This design comes from an exercise in tuning for small area and a short achievable clock period on the open sky130 flow, not from production work. At most, simulation tests tie the RTL to the original design; equivalence was not proved. No activity file was given, so power comes from the tool's default toggle rates.

Setup of maple:
==> flow/design.v <==
module fp32_add (
    input  wire        clk,
    input  wire        rst,         
    input  wire        in_valid,
    input  wire [31:0] a,
    input  wire [31:0] b,
    output reg         out_valid,
    output reg  [31:0] y
);
    reg v0, v1, v2, v3;
    always @(posedge clk) begin
        if (rst) begin
            v0 <= 1'b0; v1 <= 1'b0; v2 <= 1'b0; v3 <= 1'b0;
            out_valid <= 1'b0;
        end else begin
            v0 <= in_valid; v1 <= v0; v2 <= v1; v3 <= v2;
            out_valid <= v3;
        end
    end
    reg [31:0] a0, b0;
    always @(posedge clk) begin
        a0 <= a;
        b0 <= b;
    end
    wire [7:0]  ea = a0[30:23];
    wire [7:0]  eb = b0[30:23];
    wire        a_max = &ea;
    wire        b_max = &eb;
    wire        a_fz  = ~|a0[22:0];
    wire        b_fz  = ~|b0[22:0];
    wire        a_nan = a_max & ~a_fz;
    wire        special = a_max | b_max;
    wire        inf_inf_opp = a_max & b_max & a_fz & b_fz & (a0[31] ^ b0[31]);
    wire        b_larger = {b0[30:0], a0[31]} > {a0[30:0], 1'b0};
    wire        swap = b_larger & ~a_nan;
    wire [31:0] big = swap ? b0 : a0;
    wire [31:0] sml = swap ? a0 : b0;
    wire [7:0]  xa   = {ea[7:1], ea[0] | ~|ea};
    wire [7:0]  xb   = {eb[7:1], eb[0] | ~|eb};
    wire [8:0]  d_ab = {1'b0, xa} - {1'b0, xb};
    wire        neg  = d_ab[8];
    wire        sat  = neg ? ~&d_ab[7:5] : |d_ab[7:5];
    wire [4:0]  t    = (d_ab[4:0] ^ {5{neg}}) | {5{sat}};
    wire [23:0] m_s  = {|sml[30:23], sml[22:0]} & {24{~special}};
    wire [25:0] m_s1 = (t[0] & neg) ? {2'b00, m_s} :
                       (t[0] | neg) ? {1'b0, m_s, 1'b0} : {m_s, 2'b00};
    reg  [7:0]  r1_e;       
    reg  [22:0] r1_f;       
    reg         r1_s;       
    reg  [25:0] r1_m;       
    reg  [3:0]  r1_d;       
    reg         r1_sub;
    always @(posedge clk) begin
        r1_e   <= big[30:23];
        r1_f   <= big[22:0] | {inf_inf_opp, 22'd0};
        r1_s   <= big[31] & ~inf_inf_opp;
        r1_m   <= m_s1;
        r1_d   <= t[4:1];
        r1_sub <= a0[31] ^ b0[31];
    end
    wire [7:0]  x_big = {r1_e[7:1], r1_e[0] | ~|r1_e};
    wire [26:0] m_big = {|r1_e, r1_f, 3'b000};
    wire [26:0] m_sml = {r1_m, 1'b0};
    wire [4:0]  sh    = {r1_d, 1'b0};
    wire [26:0] v  = m_sml >> sh;
    wire        st = |(m_sml & ~(27'h7FFFFFF << sh));
    wire [26:0] m_al = {v[26:1], v[0] | st};
    function [27:0] add28;
        input [26:0] x;
        input [26:0] z;
        input        cin;
        reg   [27:0] g, p, gg, pp;
        integer l, i, j;
        begin
            g  = {1'b0, x & z, cin};
            p  = {1'b0, x ^ z, 1'b0};
            gg = g;
            pp = p;
            for (l = 0; l < 5; l = l + 1)
                for (i = 0; i < 28; i = i + 1)
                    if ((i >> l) & 1) begin
                        j = ((i >> l) << l) - 1;
                        gg[i] = gg[i] | (pp[i] & gg[j]);
                        pp[i] = pp[i] & pp[j];
                    end
            add28 = {gg[27], p[27:1] ^ gg[26:0]};
        end
    endfunction
    wire [27:0] s_sum = add28(m_big, m_al ^ {27{r1_sub}}, r1_sub);
    reg  [27:0] r2_sum;
    reg  [7:0]  r2_x1;      
    reg         r2_s;
    always @(posedge clk) begin
        r2_sum <= {s_sum[27] ^ r1_sub, s_sum[26:0]};
        r2_x1  <= x_big + 8'd1;
        r2_s   <= r1_s;
    end
    wire [28:0] mk_sh  = 29'h10000000 >> r2_x1[4:0];
    wire [27:0] marker = (r2_x1 <= 8'd28) ? mk_sh[27:0] : 28'd0;
    wire [27:0] lzin   = r2_sum | marker;
    function [4:0] lzc28;
        input [27:0] v;
        integer i;
        reg found;
        begin
            lzc28 = 5'd0;
            found = 1'b0;
            for (i = 27; i >= 0; i = i - 1) begin
                if (!found && v[i]) begin
                    lzc28 = 5'd27 - i[4:0];
                    found = 1'b1;
                end
            end
        end
    endfunction
    wire [4:0]  n     = lzc28(lzin);
    wire [27:0] norm  = r2_sum << n;
    wire        ovf   = r2_sum[27] & (&r2_x1);
    reg  [7:0]  r3_x1;
    reg  [4:0]  r3_n;
    reg         r3_h;       
    reg  [22:0] r3_f;
    reg         r3_g, r3_t;
    reg         r3_s;
    always @(posedge clk) begin
        r3_x1 <= r2_x1;
        r3_n  <= n;
        r3_h  <= norm[27];
        r3_f  <= norm[26:4] & {23{~ovf}};
        r3_g  <= norm[3] & ~ovf;
        r3_t  <= |norm[2:0];
        r3_s  <= r2_s;
    end
    wire [7:0]  e_pre   = (r3_x1 - {3'd0, r3_n}) & {8{r3_h}};
    wire        inc     = r3_g & (r3_f[0] | r3_t);
    wire [30:0] rounded = {e_pre, r3_f} + {30'd0, inc};
    always @(posedge clk)
        y <= {r3_s, rounded};
endmodule
Settings: LEC_CHECK=0, CAP_MARGIN=20, CORE_MARGIN=2, CORE_UTILIZATION=40, SLEW_MARGIN=20; clock period 17.0 ns.
standard.sh (not shown) runs the stock make flow with config.mk's settings and CLKGATE_MAP_FILE= SYNTH_SCRIPT=/design/flow/synth_recipe.tcl, a recipe that flattens the netlist after the stock synthesis.
==> flow/flow/run.sh <==
#!/bin/bash
# The standard ORFS layout (standard.sh, unchanged synthesis), with extra
# make settings from flow/knobs.txt (one VAR=value per line):
#  - BUFFER_PORTS_ARGS: the cell used for the input/output port buffers;
#  - CTS_ARGS: clock tree buffers and clustering.
# Each step's full output goes to its own log file in this folder.
set -euo pipefail
{
  echo '#!/bin/bash'
  echo 'mapfile -t EXTRA < <(grep -v "^#" flow/knobs.txt | grep .)'
  tail -n +2 standard.sh | sed 's|"\${@:-finish}"|"${EXTRA[@]}" "${@:-finish}"|'
} > standard_knobs.sh
grep -q 'EXTRA\[@\]' standard_knobs.sh
cp standard_knobs.sh standard_knobs.sh.log
for step in synth floorplan place cts route finish; do
  bash standard_knobs.sh $step > $step.log 2>&1
done
test -f out/final.def
==> flow/flow/knobs.txt <==
SETUP_SLACK_MARGIN=12.7
BUFFER_PORTS_ARGS=-buffer_cell sky130_fd_sc_hd__buf_1
CTS_ARGS=-sink_clustering_enable -repair_clock_nets -dont_use_dummy_load -buf_list sky130_fd_sc_hd__clkbuf_8 -sink_clustering_size 14 -sink_clustering_max_diameter 45
maple | status: complete | timing, DRC, antenna: pass
### maple -> juniper
--- a/flow/design.v
+++ b/flow/design.v
@@ -113,27 +113,25 @@
             end
         end
     endfunction
     wire [4:0]  n     = lzc28(lzin);
     wire [27:0] norm  = r2_sum << n;
     wire        ovf   = r2_sum[27] & (&r2_x1);
-    reg  [7:0]  r3_x1;
-    reg  [4:0]  r3_n;
+    reg  [7:0]  r3_e;       
     reg         r3_h;       
     reg  [22:0] r3_f;
     reg         r3_g, r3_t;
     reg         r3_s;
     always @(posedge clk) begin
-        r3_x1 <= r2_x1;
-        r3_n  <= n;
+        r3_e  <= r2_x1 - {3'd0, n};
         r3_h  <= norm[27];
         r3_f  <= norm[26:4] & {23{~ovf}};
         r3_g  <= norm[3] & ~ovf;
         r3_t  <= |norm[2:0];
         r3_s  <= r2_s;
     end
-    wire [7:0]  e_pre   = (r3_x1 - {3'd0, r3_n}) & {8{r3_h}};
+    wire [7:0]  e_pre   = r3_e & {8{r3_h}};
     wire        inc     = r3_g & (r3_f[0] | r3_t);
     wire [30:0] rounded = {e_pre, r3_f} + {30'd0, inc};
     always @(posedge clk)
         y <= {r3_s, rounded};
 endmodule
[summary]
- juniper against maple: fmax rose by 0.0025 GHz; total cell area at the placement stage rose by about 5%; simple-gate portion of the synthesized area rose by 2.7 points; number of library cell types mapped by synthesis rose by 12%.
- [juniper] placement row count rose 3.1% relative to maple
- There was hardly any difference in final hold slack between maple and juniper.
- juniper gives less number of clock sinks seen by CTS than maple did.
- | design internal power | juniper vs maple | worse |
- Clock-buffer cell count up 6 in juniper wrt maple
The RTL of juniper was laid out without a check of its function.

---

Setup of trial 75:
RTL: the design.v shown in full above, as it stands there.
Settings: LEC_CHECK=0, CAP_MARGIN=20, CORE_MARGIN=2, CORE_UTILIZATION=40, SLEW_MARGIN=20; clock period 17.0 ns.
==> flow/flow/knobs.txt <==
SETUP_SLACK_MARGIN=12.7
BUFFER_PORTS_ARGS=-buffer_cell sky130_fd_sc_hd__buf_1
CTS_ARGS=-sink_clustering_enable -repair_clock_nets -dont_use_dummy_load -buf_list {sky130_fd_sc_hd__clkbuf_8 sky130_fd_sc_hd__clkbuf_16} -sink_clustering_size 16 -sink_clustering_max_diameter 50
Scripts as last shown in full above: flow/flow/run.sh
What build 77 does differently from trial 75 at the input level:
diff --git a/flow/design.v b/flow/design.v
--- a/flow/design.v
+++ b/flow/design.v
@@ -32,38 +32,38 @@
     wire        special = a_max | b_max;
     wire        inf_inf_opp = a_max & b_max & a_fz & b_fz & (a0[31] ^ b0[31]);
     wire        b_larger = {b0[30:0], a0[31]} > {a0[30:0], 1'b0};
     wire        swap = b_larger & ~a_nan;
     wire [31:0] big = swap ? b0 : a0;
     wire [31:0] sml = swap ? a0 : b0;
-    wire [7:0]  xa   = {ea[7:1], ea[0] | ~|ea};
-    wire [7:0]  xb   = {eb[7:1], eb[0] | ~|eb};
+    wire [7:0]  xa = {ea[7:1], ea[0] | ~|ea};
+    wire [7:0]  xb = {eb[7:1], eb[0] | ~|eb};
     wire [8:0]  d_ab = {1'b0, xa} - {1'b0, xb};
-    wire        neg  = d_ab[8];
-    wire        sat  = neg ? ~&d_ab[7:5] : |d_ab[7:5];
-    wire [4:0]  t    = (d_ab[4:0] ^ {5{neg}}) | {5{sat}};
+    wire [7:0]  d_ba = xb - xa;
+    wire [7:0]  d    = d_ab[8] ? d_ba : d_ab[7:0];
+    wire [4:0]  d_sat = d[4:0] | {5{|d[7:5]}};
     wire [23:0] m_s  = {|sml[30:23], sml[22:0]} & {24{~special}};
-    wire [25:0] m_s1 = (t[0] & neg) ? {2'b00, m_s} :
-                       (t[0] | neg) ? {1'b0, m_s, 1'b0} : {m_s, 2'b00};
+    wire        d0   = ea[0] ^ eb[0] ^ (~|ea) ^ (~|eb);
+    wire [24:0] m_s1 = d0 ? {1'b0, m_s} : {m_s, 1'b0};
     reg  [7:0]  r1_e;       
     reg  [22:0] r1_f;       
     reg         r1_s;       
-    reg  [25:0] r1_m;       
+    reg  [24:0] r1_m;       
     reg  [3:0]  r1_d;       
     reg         r1_sub;
     always @(posedge clk) begin
         r1_e   <= big[30:23];
         r1_f   <= big[22:0] | {inf_inf_opp, 22'd0};
         r1_s   <= big[31] & ~inf_inf_opp;
         r1_m   <= m_s1;
-        r1_d   <= t[4:1];
+        r1_d   <= d_sat[4:1];
         r1_sub <= a0[31] ^ b0[31];
     end
     wire [7:0]  x_big = {r1_e[7:1], r1_e[0] | ~|r1_e};
     wire [26:0] m_big = {|r1_e, r1_f, 3'b000};
-    wire [26:0] m_sml = {r1_m, 1'b0};
+    wire [26:0] m_sml = {r1_m, 2'b00};
     wire [4:0]  sh    = {r1_d, 1'b0};
     wire [26:0] v  = m_sml >> sh;
     wire        st = |(m_sml & ~(27'h7FFFFFF << sh));
     wire [26:0] m_al = {v[26:1], v[0] | st};
     function [27:0] add28;
         input [26:0] x;
--- outcome ---
Cmp build 77 vs trial 75: fraction of final layout cells sized beyond drive strength 1 higher in build 77. Build 77 vs trial 75 on simple-gate area share of the yosys netlist: build 77 is the higher one. Build 77: cell count higher than trial 75. Build 77 gives less power than trial 75 did. Build 77 vs trial 75 — proportion of cell area spent on the clock network rose 0.38 points. Between build 77 and trial 75, the count of multi-input gates does not differ in any meaningful way. Compared with trial 75, build 77 shows a lower power dissipated by switching net loads. Of trial 75 and build 77, trial 75 shows the lower clock power share, with build 77 above it. Re utilization: trial 75 was lower than build 77. More vias were needed by build 77 than by trial 75. Global-route usage: build 77 > trial 75. Comparing trial 75 and build 77, the lower number of buffers added by the clock tree synthesis step is on trial 75. Of trial 75 and build 77, trial 75 shows the higher combinational cell fraction of total power, with build 77 below it.

[port drivers added, routing unchanged]
The results above use ideal ports. As a check the final layouts listed here were re-extracted and re-timed, cells and wires unchanged. Step 1 (the two cells are an assumption about what drives the block):
set clk [get_ports {clk}]
set_driving_cell -lib_cell sky130_fd_sc_hd__clkbuf_16 $clk
set_driving_cell -lib_cell sky130_fd_sc_hd__buf_2 [delete_from_list [all_inputs] $clk]
Step 2 times the ports against the registers' clock, not the clock port: input delays grow and output delays shrink by t, the midpoint of the rising clock arrivals with the driver on. Three values: ideal ports, drivers, drivers and shift; two values: the first two.
run | t (ns) | setup slack, ns | hold slack, ns | clock arrival spread, ns
maple | 0.614 | 12.580 / 12.531 / 12.867 | 0.330 / 0.330 / 0.330 | 0.057 / 0.056
juniper | 0.568 | 12.629 / 12.582 / 12.834 | 0.328 / 0.328 / 0.328 | 0.112 / 0.112
trial 75 | 0.566 | 12.632 / 12.583 / 12.753 | 0.328 / 0.328 / 0.328 | 0.043 / 0.043
build 77 | 0.587 | 12.618 / 12.568 / 12.839 | 0.325 / 0.325 / 0.325 | 0.065 / 0.066
After both steps every run listed still meets setup and hold.
